This design comes from an exercise in tuning for small area, a short achievable clock period and few clock cycles per item on the open sky130 flow, not from production work. At most, simulation tests tie the RTL to the original design; equivalence was not proved. Power and IR drop assume default switching activity.

## lzdec
module lzdec (
    input  wire        clk,
    input  wire        rst,             
    input  wire        cmd_valid,
    output wire        cmd_ready,
    input  wire        cmd_kind,        
    input  wire        cmd_len_known,
    input  wire        cmd_cap_en,
    input  wire [15:0] cmd_src_len,
    input  wire [31:0] cmd_skip,
    input  wire [31:0] cmd_take,
    input  wire [31:0] cmd_max_out,
    input  wire [7:0]  cmd_fill,
    input  wire        in_valid,
    input  wire [7:0]  in_data,
    output wire        in_ready,
    output wire        out_valid,
    output wire [7:0]  out_data,
    input  wire        out_ready,
    output wire        done,
    output wire [2:0]  err,
    output wire        win_we,
    output wire [11:0] win_waddr,
    output wire [7:0]  win_wdata,
    output wire [11:0] win_raddr,
    input  wire [7:0]  win_rdata
);
    localparam [2:0] E_NONE  = 3'd0,
                     E_TRUNC = 3'd1,
                     E_RANGE = 3'd3,
                     E_OVF   = 3'd4;
    localparam [3:0] P_IDLE  = 4'd0,
                     P_FIRST = 4'd1,    
                     P_TOK   = 4'd2,    
                     P_P1    = 4'd3,    
                     P_P2    = 4'd4,    
                     P_SHORT = 4'd5,    
                     P_GAM   = 4'd6,    
                     P_GC    = 4'd7,    
                     P_LM1   = 4'd8,    
                     P_END   = 4'd9;    
    localparam [1:0] G_SEL  = 2'd0,     
                     G_REPN = 2'd1,     
                     G_FARN = 2'd2;     
    reg         run;
    reg         fin;
    reg  [2:0]  err_r;
    reg         kind;
    reg         len_known;
    reg         cap_en;
    reg  [7:0]  fill;
    reg  [15:0] src_rem;
    reg         src_z;
    reg  [31:0] skip_rem;
    reg         skip_nz;
    reg  [31:0] take_rem;
    reg         take_one;
    reg  [31:0] cap_rem;
    reg         cap_z;
    reg  [3:0]  ps;
    reg  [7:0]  acc;           
    reg  [7:0]  q0, q1, q2;    
    reg  [1:0]  qn;            
    reg  [3:0]  bcnt;          
    reg         lwm;
  ...
Size: about 2,400 cells after synthesis, about 300 flip-flops, about 190 I/O pins, about 21,000 um2 of cells after synthesis.
export LEC_CHECK = 0
export ABC_CLOCK_PERIOD_IN_PS = 3500
export CAP_MARGIN = 0
export CORE_MARGIN = 2
export CORE_UTILIZATION = 60
export SETUP_SLACK_MARGIN = 1.5
export SLEW_MARGIN = 0
create_clock -name core_clock -period 6.0 [get_ports {clk}]
standard.sh (not shown) runs the stock make flow with config.mk's settings and CLKGATE_MAP_FILE= SYNTH_SCRIPT=/design/flow/synth_recipe.tcl, a recipe that flattens the netlist after the stock synthesis.
==> flow/flow/run.sh <==
#!/bin/bash
# The standard layout, with the port buffers that buffer_ports inserts made of
# plain buffers (buf_2) instead of the delay-buffer cell it picks by default.
set -euo pipefail
export BUFFER_PORTS_ARGS="-buffer_cell sky130_fd_sc_hd__buf_2"
bash standard.sh > standard_flow.log 2>&1
Testbench counts at the start, summed over its fixed seeds: cycles 579,693, bytes 529,560.
Rerun with:
Settings changed: ABC_CLOCK_PERIOD_IN_PS 3500 to 3000, CORE_UTILIZATION 60 to 50, SETUP_SLACK_MARGIN 1.5 to 2.0.
=> Routed wire length rose by 7.4%; area after synthesis does not change; utilization went down by 7.4 points; power rose by 4.5%.

* * *

Another version of the RTL of lzdec (not shown whole).
Size: about 280 flip-flops, about 190 I/O pins.
Settings: LEC_CHECK=0, ABC_CLOCK_PERIOD_IN_PS=4000, CAP_MARGIN=0, CORE_MARGIN=2, CORE_UTILIZATION=65, SETUP_SLACK_MARGIN=1.7, SLEW_MARGIN=0; clock period 6.0 ns.
Scripts as last shown in full above: flow/flow/run.sh
Testbench counts at the start, summed over its fixed seeds: cycles 594,718, bytes 529,560.
Change:
Settings changed: ABC_CLOCK_PERIOD_IN_PS 4000 to 3500, CORE_UTILIZATION 65 to 60, SETUP_SLACK_MARGIN 1.7 to 1.8.
After rerunning: Synthesized area does not change; combinational power rose by about 6%; cell count rose by about 1.4%; total power shrinks by 1.3%; sequential share of layout area went down by 0.51 points; utilization is lower by 5.5 points; maximum frequency is lower by about 2.6%; first-iteration DRC count drops by 18%; cell area increases by 1.3%; worst hold slack is worse by 0.0090 ns.
Change:
Settings changed: ABC_CLOCK_PERIOD_IN_PS 3500 to 4000, SETUP_SLACK_MARGIN 1.8 to 1.6.
What happened: Total power rises by a few percent. Hold slack got worse by 0.011 ns. Die area stays the same.
Change:
Settings changed: ABC_CLOCK_PERIOD_IN_PS 4000 to 4500.
=> Worst setup slack is unchanged. Die area stays the same. Core utilization does not change.
Change:
Settings changed: ABC_CLOCK_PERIOD_IN_PS 4500 to 3500, SETUP_SLACK_MARGIN 1.6 to 1.5.
Critical path depth drops by 2. Worst setup slack got worse by 0.14 ns. First-iteration DRC count rises by 7.1%. Utilization came out lower by 0.85 points. Flip-flop and latch count is unchanged.

* * *

Another version of the RTL of lzdec (not shown whole).
For scale: ~2100 cells after synthesis, roughly 19000 um2 of cells after synthesis.
export LEC_CHECK = 0
export CAP_MARGIN = 20
export CORE_MARGIN = 2
export CORE_UTILIZATION = 40
export SLEW_MARGIN = 20
create_clock -name core_clock -period 6.0 [get_ports {clk}]
run.sh (not shown) runs the stock make flow with config.mk's settings and CLKGATE_MAP_FILE= SYNTH_SCRIPT=/design/flow/synth_recipe.tcl, a recipe that flattens the netlist after the stock synthesis.
Stock flow here: none of the scripts above is used.
Change:
- ABC_CLOCK_PERIOD_IN_PS: default -> 3500
- CAP_MARGIN: 20 -> 0
- CORE_UTILIZATION: 40 -> 60
- SETUP_SLACK_MARGIN: default -> 1.5
- SLEW_MARGIN: 20 -> 0
Result: The changed run ran to the end with no violations; sequential power is about the same; design area is about the same; clock skew barely changes.
Change:
==> flow/flow/run.sh (new file) <==
#!/bin/bash
# The standard layout, with the port buffers that buffer_ports inserts made of
# plain buffers (buf_2) instead of the delay-buffer cell it picks by default.
set -euo pipefail
export BUFFER_PORTS_ARGS="-buffer_cell sky130_fd_sc_hd__buf_2"
bash standard.sh > standard_flow.log 2>&1
==> flow/standard.sh (new file) <==
#!/bin/bash
# synth_recipe.tcl (not shown) runs the flow's synth.tcl, then flattens the netlist and writes it again
# the make line also repeats each setting of config.mk as NAME=value (left out here)
make -C /OpenROAD-flow-scripts/flow DESIGN_CONFIG=/design/flow/config.mk WORK_HOME=/design/flow/orfs CLKGATE_MAP_FILE= SYNTH_SCRIPT=/design/flow/synth_recipe.tcl "${@:-finish}"
- ABC_CLOCK_PERIOD_IN_PS: 3500 -> default
- CAP_MARGIN: 0 -> 20
- CORE_UTILIZATION: 60 -> 40
- SETUP_SLACK_MARGIN: 1.5 -> default
- SLEW_MARGIN: 0 -> 20
removed: flow/run.sh
After rerunning:
- The changed run finished clean
- setup slack is worse by 750 ps
- synthesized area is unchanged
- cell area goes down by a few percent
- routed wire length rose by a few percent
- synthesized cell count stays the same
- combinational power goes down by roughly a tenth
- global-route usage is lower by 10 points
- first-iteration DRC count decreases by about a fifth
- clock power grows by roughly a tenth
- non-clock buffer count drops by 16
Change:
- ABC_CLOCK_PERIOD_IN_PS: default -> 3000
- CAP_MARGIN: 20 -> 0
- CORE_UTILIZATION: 40 -> 65
- SETUP_SLACK_MARGIN: default -> 2.2
- SLEW_MARGIN: 20 -> 0
Effect: Sequential share of layout area went down by 1.6 points. Design area increases by 4.6%. Final cell count goes down by 5.1%. Routed wire length rises by 2.4%. Clock-buffer cell count goes down by 16. Worst setup slack improved by 790 ps.
Function was not checked in any run of this note: the RTL went through the layout flow alone.

[separate check: timing with driven ports]
The flow's constraints put no driver on any port. The routed layouts listed below were extracted and timed again, unchanged, in two steps. Step 1 (the two cells are an assumption about what drives the block):
set clk [get_ports {clk}]
set_driving_cell -lib_cell sky130_fd_sc_hd__clkbuf_16 $clk
set_driving_cell -lib_cell sky130_fd_sc_hd__buf_2 [delete_from_list [all_inputs] $clk]
Step 2 times the ports against the registers' clock, not the clock port: input delays grow and output delays shrink by t, the midpoint of the rising clock arrivals with the driver on. Slacks: no drivers / after step 1 / after step 2; pairs: no drivers / after step 1.
| run | shift t [ns] | setup slack, ns | pins driven straight from the clock port |
|---|---|---|---|
| the first run of note 1 | 0.577 | 1.013 / 0.957 / 0.782 | 1 |
| the second run of note 1 | 0.613 | 0.950 / 0.949 / 0.678 | 1 |
| the first run of note 2 | 0.614 | 1.529 / 1.476 / 1.409 | 1 |
| the second run of note 2 | 0.621 | 1.410 / 1.356 / 1.505 | 1 |
| the third run of note 2 | 0.558 | 1.622 / 1.571 / 1.251 | 1 |
| the fourth run of note 2 | 0.558 | 1.622 / 1.571 / 1.251 | 1 |
| the fifth run of note 2 | 0.562 | 1.484 / 1.420 / 1.325 | 1 |
| the first run of note 3 | 0.603 | 0.404 / 0.349 / 0.728 | 1 |
| the second run of note 3 | 0.617 | 1.381 / 1.330 / 1.519 | 1 |
| the third run of note 3 | 0.591 | 0.632 / 0.581 / 0.940 | 1 |
| the fourth run of note 3 | 0.622 | 1.424 / 1.372 / 1.824 | 1 |
After both steps every run listed still meets setup and hold.
